This design comes from an exercise in tuning for small area on the open sky130 flow, not from production work. No activity file was given, so power comes from the tool's default toggle rates.

==> run a: inputs <==
// bb_sync
module bb_sync (
    input  wire        clk,
    input  wire        rst,           
    input  wire        cmd_valid,
    output wire        cmd_ready,
    input  wire [31:0] cmd_data,
    output wire        kbc_rd,
    output wire        kbc_port,      
    input  wire        kbc_ack,
    input  wire [7:0]  kbc_rdata,
    output wire        rec_valid,
    input  wire        rec_ready,
    output wire [31:0] rec_data
);
clock: 8.0 ns
lec_check: 0
cap_margin: 20
core_margin: 2
core_utilization: 40
slew_margin: 20
run.sh (not shown) runs the stock make flow with config.mk's settings and CLKGATE_MAP_FILE= SYNTH_SCRIPT=/design/flow/synth_recipe.tcl, a recipe that flattens the netlist after the stock synthesis.
==> run b (differences from run a) <==
--- a/flow/config.mk
+++ b/flow/config.mk
@@ -6,4 +6,5 @@
 export NUM_CORES = 4
 export LEC_CHECK = 0
+export ABC_AREA = 1
 export CAP_MARGIN = 20
 export CORE_MARGIN = 2
==> results_dict.tcl <==
set metrics [dict create \
    seq_area_frac_synth 0.305 \
    use_met1 0.301 \
    power.switching_uw 316 \
    status "timing/DRC/antenna clean" \
    first_iter_violations 432 \
    r2r.worst_path.cells 20 \
    sh_seq_area 0.263 \
    fmax_ghz 0.204 \
    initial_core_util 0.406 \
    rrSetupSlack_ns 4.03 \
    synth_cell_types 54 \
]
# the run above: run b

==> results_dict.tcl <==
set metrics [dict create \
    status "timing/DRC/antenna clean" \
    sh_seq_area 0.263 \
    first_iter_violations 433 \
    power.switching_uw 302 \
    seq_area_frac_synth 0.306 \
    use_met1 0.311 \
    r2r.worst_path.cells 11 \
    synth_cell_types 86 \
]
# the run above: run a

No functional check of the RTL was part of any run of this note.

========
==> 07-06 <==
==> flow/design.v <==
module bb_sync (
    input  wire        clk,
    input  wire        rst,           
    input  wire        cmd_valid,
    output wire        cmd_ready,
    input  wire [31:0] cmd_data,
    output wire        kbc_rd,
    output wire        kbc_port,      
    input  wire        kbc_ack,
    input  wire [7:0]  kbc_rdata,
    output wire        rec_valid,
    input  wire        rec_ready,
    output wire [31:0] rec_data
);
    localparam [2:0] S_IDLE = 3'd0;    
    localparam [2:0] S_PASS = 3'd1;    
    localparam [2:0] S_EMIT = 3'd2;
    localparam [2:0] S_POLL = 3'd4;
    localparam [2:0] S_DATA = 3'd5;
    localparam [1:0] R_DISC = 2'b00;
    localparam [1:0] R_KEY  = 2'b01;
    localparam [1:0] R_PKT  = 2'b10;
    localparam [1:0] R_GD   = 2'b11;
    localparam [2:0] G_IDLE     = 3'd0;
    localparam [2:0] G_STROKE_1 = 3'd1;
    localparam [2:0] G_APEX     = 3'd2;
    localparam [2:0] G_STROKE_2 = 3'd3;
    localparam [2:0] G_COMPLETE = 3'd4;
    reg  [2:0]  state;
    reg  [3:0]  ph;                
    reg  [1:0]  sub_r;             
    reg         kbd_pending;       
    reg  [1:0]  mouse_slot;
    reg  [7:0]  mouse_b0;          
    reg  [7:0]  mouse_b1;
    reg  [7:0]  byte_r;            
    reg  [2:0]  gest_state;
    reg  [15:0] x_ring, y_ring;    
    reg         x_zero, y_zero;    
    reg  [15:0] cfg_ring;          
    reg         ch;                
    reg         mouse_queued;      
    reg  [3:0]  poll_cnt;
    reg  [1:0]  rtype;
    reg         key_len2;
    reg         c_x, c_y, c_ax, c_ay;    
    wire ph15 = (ph == 4'd15);
    wire in_pass = (state == S_PASS);
    wire commit  = in_pass && ph15;
    assign cmd_ready = commit && cmdp;
    assign kbc_rd    = state[2];
    assign kbc_port  = state[0];
    assign rec_valid = (state == S_EMIT);
    wire is_key  = (rtype == R_KEY);
    wire is_pkt  = (rtype == R_PKT);
    wire is_disc = (rtype == R_DISC);
    assign rec_data[31:24] = {5'b10000, is_disc, rtype};
    assign rec_data[23:16] = is_pkt ? byte_r : {6'd0, is_key && key_len2, is_key && !byte_r[7]};
    assign rec_data[15:8]  = is_pkt ? mouse_b1 :
                             is_key ? (key_len2 ? byte_r : 8'h00) :
                             {6'd0, is_disc && byte_r[2] && byte_r[1], is_disc && ch};
    assign rec_data[7:0]   = is_pkt ? {mouse_b0[7:4], 1'b1, mouse_b0[2:0]} :
                             (is_key && key_len2) ? 8'hE0 :
                             (rtype[1] ? 8'h00 : byte_r);
    wire [7:0] opc = cmd_data[31:24];
    wire z23_16 = (cmd_data[23:16] == 8'd0);
    wire z15_8  = (cmd_data[15:8]  == 8'd0);
    wire z7_1   = (cmd_data[7:1]   == 7'd0);
    wire z23_8  = z23_16 && z15_8;
    wire z23_1  = z23_8 && z7_1;
    wire z23_0  = z23_1 && !cmd_data[0];
    wire op_nop        = (opc == 8'h00) && z23_0;
    wire op_sub        = (opc == 8'h01) && z23_1;
    wire op_unsub      = (opc == 8'h02) && z23_1;
    wire op_irq        = (opc == 8'h03) && z23_8;
    wire op_kbd_int    = (opc == 8'h10) && z23_0;
    wire op_kbd_reasm  = (opc == 8'h11) && z23_8;
    wire op_mouse_int  = (opc == 8'h20) && z23_0;
    wire op_mouse_reasm= (opc == 8'h21) && z23_8;
    wire op_gest_step  = (opc == 8'h30) && (cmd_data[5:3] == 3'd0);
    wire op_gest_reset = (opc == 8'h31) && z23_0;
    wire op_gest_cfg   = (opc == 8'h32) && z23_16;
    wire legal = op_nop || op_sub || op_unsub || op_irq || op_kbd_int || op_kbd_reasm ||
                 op_mouse_int || op_mouse_reasm || op_gest_step || op_gest_reset || op_gest_cfg;
    wire [2:0] g_btn = ch ? mouse_b0[2:0] : cmd_data[2:0];
    wire g_lb = g_btn[0], g_rb = g_btn[1], g_mb = g_btn[2];
    wire left_only  =  g_lb && !g_rb && !g_mb;
    wire right_only = !g_lb &&  g_rb && !g_mb;
    wire released   = !g_lb && !g_rb && !g_mb;
    wire       cmdp  = !ch && !mouse_queued;       
    wire       g_act = in_pass && (ch || (cmdp && op_gest_step));
    wire       rel   = g_act && released;
    wire [7:0] dx_lo = ch ? mouse_b1 : cmd_data[13:6];
    wire [7:0] dy_lo = ch ? byte_r   : cmd_data[22:15];
    wire       dx_sg = ch ? mouse_b0[4] : cmd_data[14];
    wire       dy_sg = ch ? mouse_b0[5] : cmd_data[23];
    wire       dxb = g_act && (ph[3] ? dx_sg : dx_lo[ph[2:0]]);
    wire       dyb = g_act && (ph[3] ? dy_sg : dy_lo[ph[2:0]]);
    wire       tolb = !ph[3] && cfg_ring[8];
    wire       xlb  = !ph[3] && cfg_ring[0];
    wire       xb = x_ring[0] && !x_zero;
    wire       yb = y_ring[0] && !y_zero;
    wire       in_s2 = (gest_state == G_STROKE_2);
    wire xa = xb ^ rel;
    wire xo = rel ? xlb : dxb;
    wire sx = xa ^ xo ^ c_x;
    wire yo = rel ? (xb ^ !in_s2) : dyb;
    wire sy = yb ^ yo ^ c_y;
    wire tx = tolb ^ !dx_sg;
    wire ty = tolb ^ !dy_sg;
    wire r_ax = c_ax ^ dx_sg;                  
    wire r_ay = c_ay ^ dy_sg;                  
    wire r_a  = r_ax && dx_sg;                 
    wire r_c  = r_ay && dy_sg;                 
    wire r_d  = r_ay && !dy_sg;                
    wire r_ge = sx;                            
    wire r_st = !(sy ^ in_s2);                 
    wire x_cl = sx;                            
    wire y_cl = sy ^ in_s2;                    
    reg  [2:0] g_next;
    reg        g_keep;
    reg        g_done;
    always @(*) begin
        g_next = gest_state;
        g_keep = 1'b0;
        g_done = 1'b0;
        case (gest_state)
            G_IDLE:
                if (left_only) g_next = G_STROKE_1;
            G_STROKE_1:
                if (left_only) begin
                    if (r_a || r_c) g_next = G_IDLE;
                    else            g_keep = 1'b1;
                end else if (released && r_ge && r_st)
                    g_next = G_APEX;
                else
                    g_next = G_IDLE;
            G_APEX:
                if (g_lb || g_mb || r_ax || r_ay) g_next = G_IDLE;
                else if (g_rb)                   g_next = G_STROKE_2;
            G_STROKE_2:
                if (right_only) begin
                    if (r_a || r_d) g_next = G_IDLE;
                    else            g_keep = 1'b1;
                end else if (released && r_ge && r_st) begin
                    g_next = G_COMPLETE;
                    g_done = 1'b1;
                end else
                    g_next = G_IDLE;
            default: ;
        endcase
    end
    wire g_commit = commit && (ch || (cmdp && op_gest_step));
    wire cfg_load = in_pass && cmdp && op_gest_cfg;
    wire cfg_in   = (in_pass && mouse_queued) ? 1'b0 : cfg_load ? cmd_data[ph] : cfg_ring[0];
    always @(posedge clk) begin
        ph <= ph + 4'd1;
        x_ring   <= {sx, x_ring[15:1]};
        y_ring   <= {sy, y_ring[15:1]};
        cfg_ring <= {cfg_in, cfg_ring[15:1]};
        c_x  <= !ph15 && ((xa & xo) | (xa & c_x) | (xo & c_x));
        c_y  <= !ph15 && ((yb & yo) | (yb & c_y) | (yo & c_y));
        c_ax <= !ph15 && ((dxb & tx) | (dxb & c_ax) | (tx & c_ax));
        c_ay <= !ph15 && ((dyb & ty) | (dyb & c_ay) | (ty & c_ay));
        if (ph15) begin
            x_zero <= g_commit ? (!g_keep || x_cl) : 1'b0;
            y_zero <= g_commit ? (!g_keep || y_cl) : 1'b0;
        end
    end
    wire take = commit && cmdp;
    wire data_ack = (state == S_DATA) && kbc_ack;
    wire [7:0] byte_in = state[2] ? kbc_rdata : cmd_data[7:0];
    wire do_kreasm = (take && op_kbd_reasm)   || (data_ack && byte_r[2:0] == 3'd0 && !ch);
    wire do_mreasm = (take && op_mouse_reasm) || (data_ack && byte_r[2:0] == 3'd0 && ch);
    wire k_emit = do_kreasm && (byte_in != 8'hE0);
    wire m_sync = do_mreasm && (mouse_slot == 2'd0) && !byte_in[3];
    wire m_pkt  = do_mreasm && (mouse_slot == 2'd2);
    wire [2:0] verdict = kbc_rdata[7] ? 3'd2 :
                         kbc_rdata[6] ? 3'd3 :
                         (kbc_rdata[5] != ch) ? 3'd4 : 3'd0;
    wire poll_obf  = (state == S_POLL) && kbc_ack && kbc_rdata[0];
    wire poll_tmo  = (state == S_POLL) && kbc_ack && !kbc_rdata[0] && (poll_cnt == 4'd9);
    wire data_err  = data_ack && (byte_r[2:0] != 3'd0);
    wire illegal   = take && !legal;
    wire gd        = g_commit && g_done;
    wire emit_now  = k_emit || m_sync || m_pkt || data_err || poll_tmo || illegal || gd;
    wire finish    = (data_ack && !emit_now) ||
                     (state == S_EMIT && rec_ready && !is_pkt) ||
                     (commit && ch && !g_done);
    wire irq_k = cmd_data[0] && sub_r[0];
    wire irq_m = cmd_data[1] && sub_r[1];
    wire start_poll = take && (op_kbd_int || op_mouse_int || (op_irq && (irq_k || irq_m)));
    always @(posedge clk) begin
        if (state == S_POLL) begin
            if (kbc_ack) poll_cnt <= poll_cnt + 4'd1;
        end else
            poll_cnt <= 4'd0;
        if (poll_obf)      byte_r <= {5'd0, verdict};
        else if (poll_tmo) byte_r <= 8'd1;
        else if (m_sync)   byte_r <= 8'd5;
        else if (illegal)  byte_r <= 8'd6;
        else if (k_emit || m_pkt) byte_r <= byte_in;
        if (do_mreasm && mouse_slot == 2'd0) mouse_b0 <= byte_in;
        if (do_mreasm && mouse_slot == 2'd1) mouse_b1 <= byte_in;
        if (k_emit)  key_len2 <= kbd_pending;
        if (k_emit)                                 rtype <= R_KEY;
        else if (m_pkt)                             rtype <= R_PKT;
        else if (gd)                                rtype <= R_GD;
        else if (m_sync || data_err || poll_tmo || illegal) rtype <= R_DISC;
        if (take) begin
            mouse_queued <= op_irq && irq_k && irq_m;
            ch <= op_mouse_int || (op_irq && !irq_k) || (op_mouse_reasm && (m_sync || m_pkt));
        end else if (finish) begin
            mouse_queued <= 1'b0;
            ch <= mouse_queued;
        end else if (commit)
            mouse_queued <= 1'b0;        
        if (rst) begin
            state       <= S_IDLE;
            ch          <= 1'b0;
            mouse_queued <= 1'b1;
            sub_r       <= 2'b00;
            kbd_pending <= 1'b0;
            mouse_slot  <= 2'd0;
            gest_state  <= G_IDLE;
        end else begin
            if (do_kreasm)
                kbd_pending <= (byte_in == 8'hE0);
            if (do_mreasm) begin
                case (mouse_slot)
                    2'd0:    if (byte_in[3]) mouse_slot <= 2'd1;
                    2'd1:    mouse_slot <= 2'd2;
                    default: mouse_slot <= 2'd0;
                endcase
            end
            if (g_commit)
                gest_state <= g_next;
            if (take) begin
                if (op_sub)   sub_r[cmd_data[0]] <= 1'b1;
                if (op_unsub) sub_r[cmd_data[0]] <= 1'b0;
                if (op_gest_reset) gest_state <= G_IDLE;
            end
            case (state)
                S_IDLE:
                    if ((ch || cmd_valid || mouse_queued) && ph15) state <= S_PASS;
                S_PASS:
                    if (ph15) begin
                        if (start_poll)    state <= S_POLL;
                        else if (emit_now) state <= S_EMIT;
                        else               state <= S_IDLE;
                    end
                S_POLL:
                    if (poll_obf)      state <= S_DATA;
                    else if (poll_tmo) state <= S_EMIT;
                S_DATA:
                    if (kbc_ack) begin
                        if (emit_now) state <= S_EMIT;
                        else          state <= mouse_queued ? S_POLL : S_IDLE;
                    end
                default:  
                    if (rec_ready) begin
                        if (is_pkt) state <= S_IDLE;       
                        else        state <= mouse_queued ? S_POLL : S_IDLE;
                    end
            endcase
        end
    end
endmodule
==> flow/run.sh <==
#!/bin/bash
# synth_recipe.tcl (not shown) runs the flow's synth.tcl, then flattens the netlist and writes it again
# the make line also repeats each setting of config.mk as NAME=value (left out here)
make -C /OpenROAD-flow-scripts/flow DESIGN_CONFIG=/design/flow/config.mk WORK_HOME=/design/flow/orfs CLKGATE_MAP_FILE= SYNTH_SCRIPT=/design/flow/synth_recipe.tcl finish
==> flow/config.mk <==
export PLATFORM = sky130hd
export DESIGN_NAME = bb_sync
export DESIGN_NICKNAME = bb_sync
export VERILOG_FILES = /design/flow/design.v
export SDC_FILE = /design/flow/constraint.sdc
export NUM_CORES = 4
export LEC_CHECK = 0
export ABC_AREA = 1
export CAP_MARGIN = 20
export CORE_MARGIN = 2
export CORE_UTILIZATION = 40
export CTS_BUF_LIST = sky130_fd_sc_hd__clkbuf_8
export SLEW_MARGIN = 20
==> flow/constraint.sdc <==
create_clock -name core_clock -period 8.0 [get_ports {clk}]
set_input_delay 1.6000 -clock core_clock [delete_from_list [all_inputs] [get_ports {clk}]]
set_output_delay 1.6000 -clock core_clock [all_outputs]
set_load 0.01 [all_outputs]
==> inputs of 07-01, as changes to 07-06 <==
==> flow/flow/run.sh (new file) <==
#!/bin/bash
# Standard layout (standard.sh), with the smallest buffer on the ports and
# power recovery (downsizing of gates off the critical paths) after global routing.
set -euo pipefail
export BUFFER_PORTS_ARGS="-buffer_cell sky130_fd_sc_hd__buf_1"
export RECOVER_POWER=100
bash standard.sh > standard.log 2>&1
==> flow/standard.sh (new file) <==
#!/bin/bash
# synth_recipe.tcl (not shown) runs the flow's synth.tcl, then flattens the netlist and writes it again
# the make line also repeats each setting of config.mk as NAME=value (left out here)
make -C /OpenROAD-flow-scripts/flow DESIGN_CONFIG=/design/flow/config.mk WORK_HOME=/design/flow/orfs CLKGATE_MAP_FILE= SYNTH_SCRIPT=/design/flow/synth_recipe.tcl "${@:-finish}"
removed: flow/run.sh
==> summary of the runs <==
In 07-01 the global-route usage is lower than in 07-06, by 1.1 points. Against 07-01, the utilization of 07-06 is higher by 4.7 points. Of 07-01 and 07-06, 07-01 has the higher critical path depth (gap 17). Total power: 07-06 is larger than 07-01 (about 7.5%). Sequential power is about the same in 07-06 and 07-01. 07-01 completed with no timing, DRC or antenna violations. 07-06 ran to the end with no violations. Between 07-06 and 07-01, the lower first-iteration DRC count is in 07-06 (gap about 0.7%, measured against 07-01). In 07-06 the routed wire length is higher than in 07-01, by about 3%. In cell count, 07-06 and 07-01 do not differ.
No functional check of the RTL was part of any run of this note.

port drivers added, routing unchanged:
The flow's constraints put no driver on any port. The routed layouts listed below were extracted and timed again, unchanged, in two steps.
Step 1, drivers: a clkbuf_16 drives clk and a buf_2 each remaining input, both assumed.
Step 2 moves the port delays by t, midway between the first and last clock arrival at a register: inputs arrive t later, outputs are due t later. That takes back most of the time a late clock gives input paths.
Slacks: ideal ports / drivers / drivers and shift; pairs: ideal ports / drivers.
run | t (ns) | slack for setup (ns) | worst setup path at the end | worst data-port slew with drivers (ns)
run a | 0.398 | 2.385 / 2.411 / 2.013 | input to register | 0.05
run b | 0.397 | 3.104 / 3.123 / 2.726 | input to register | 0.05
07-06 | 0.419 | 3.000 / 2.963 / 2.752 | input to register | 0.04
07-01 | 0.400 | 3.411 / 3.418 / 3.018 | input to register | 0.04
After both steps every run listed still meets setup and hold. For 07-01, which loses most, drivers alone change the setup slack by +0.007 ns; drivers and shift together by -0.393 ns.
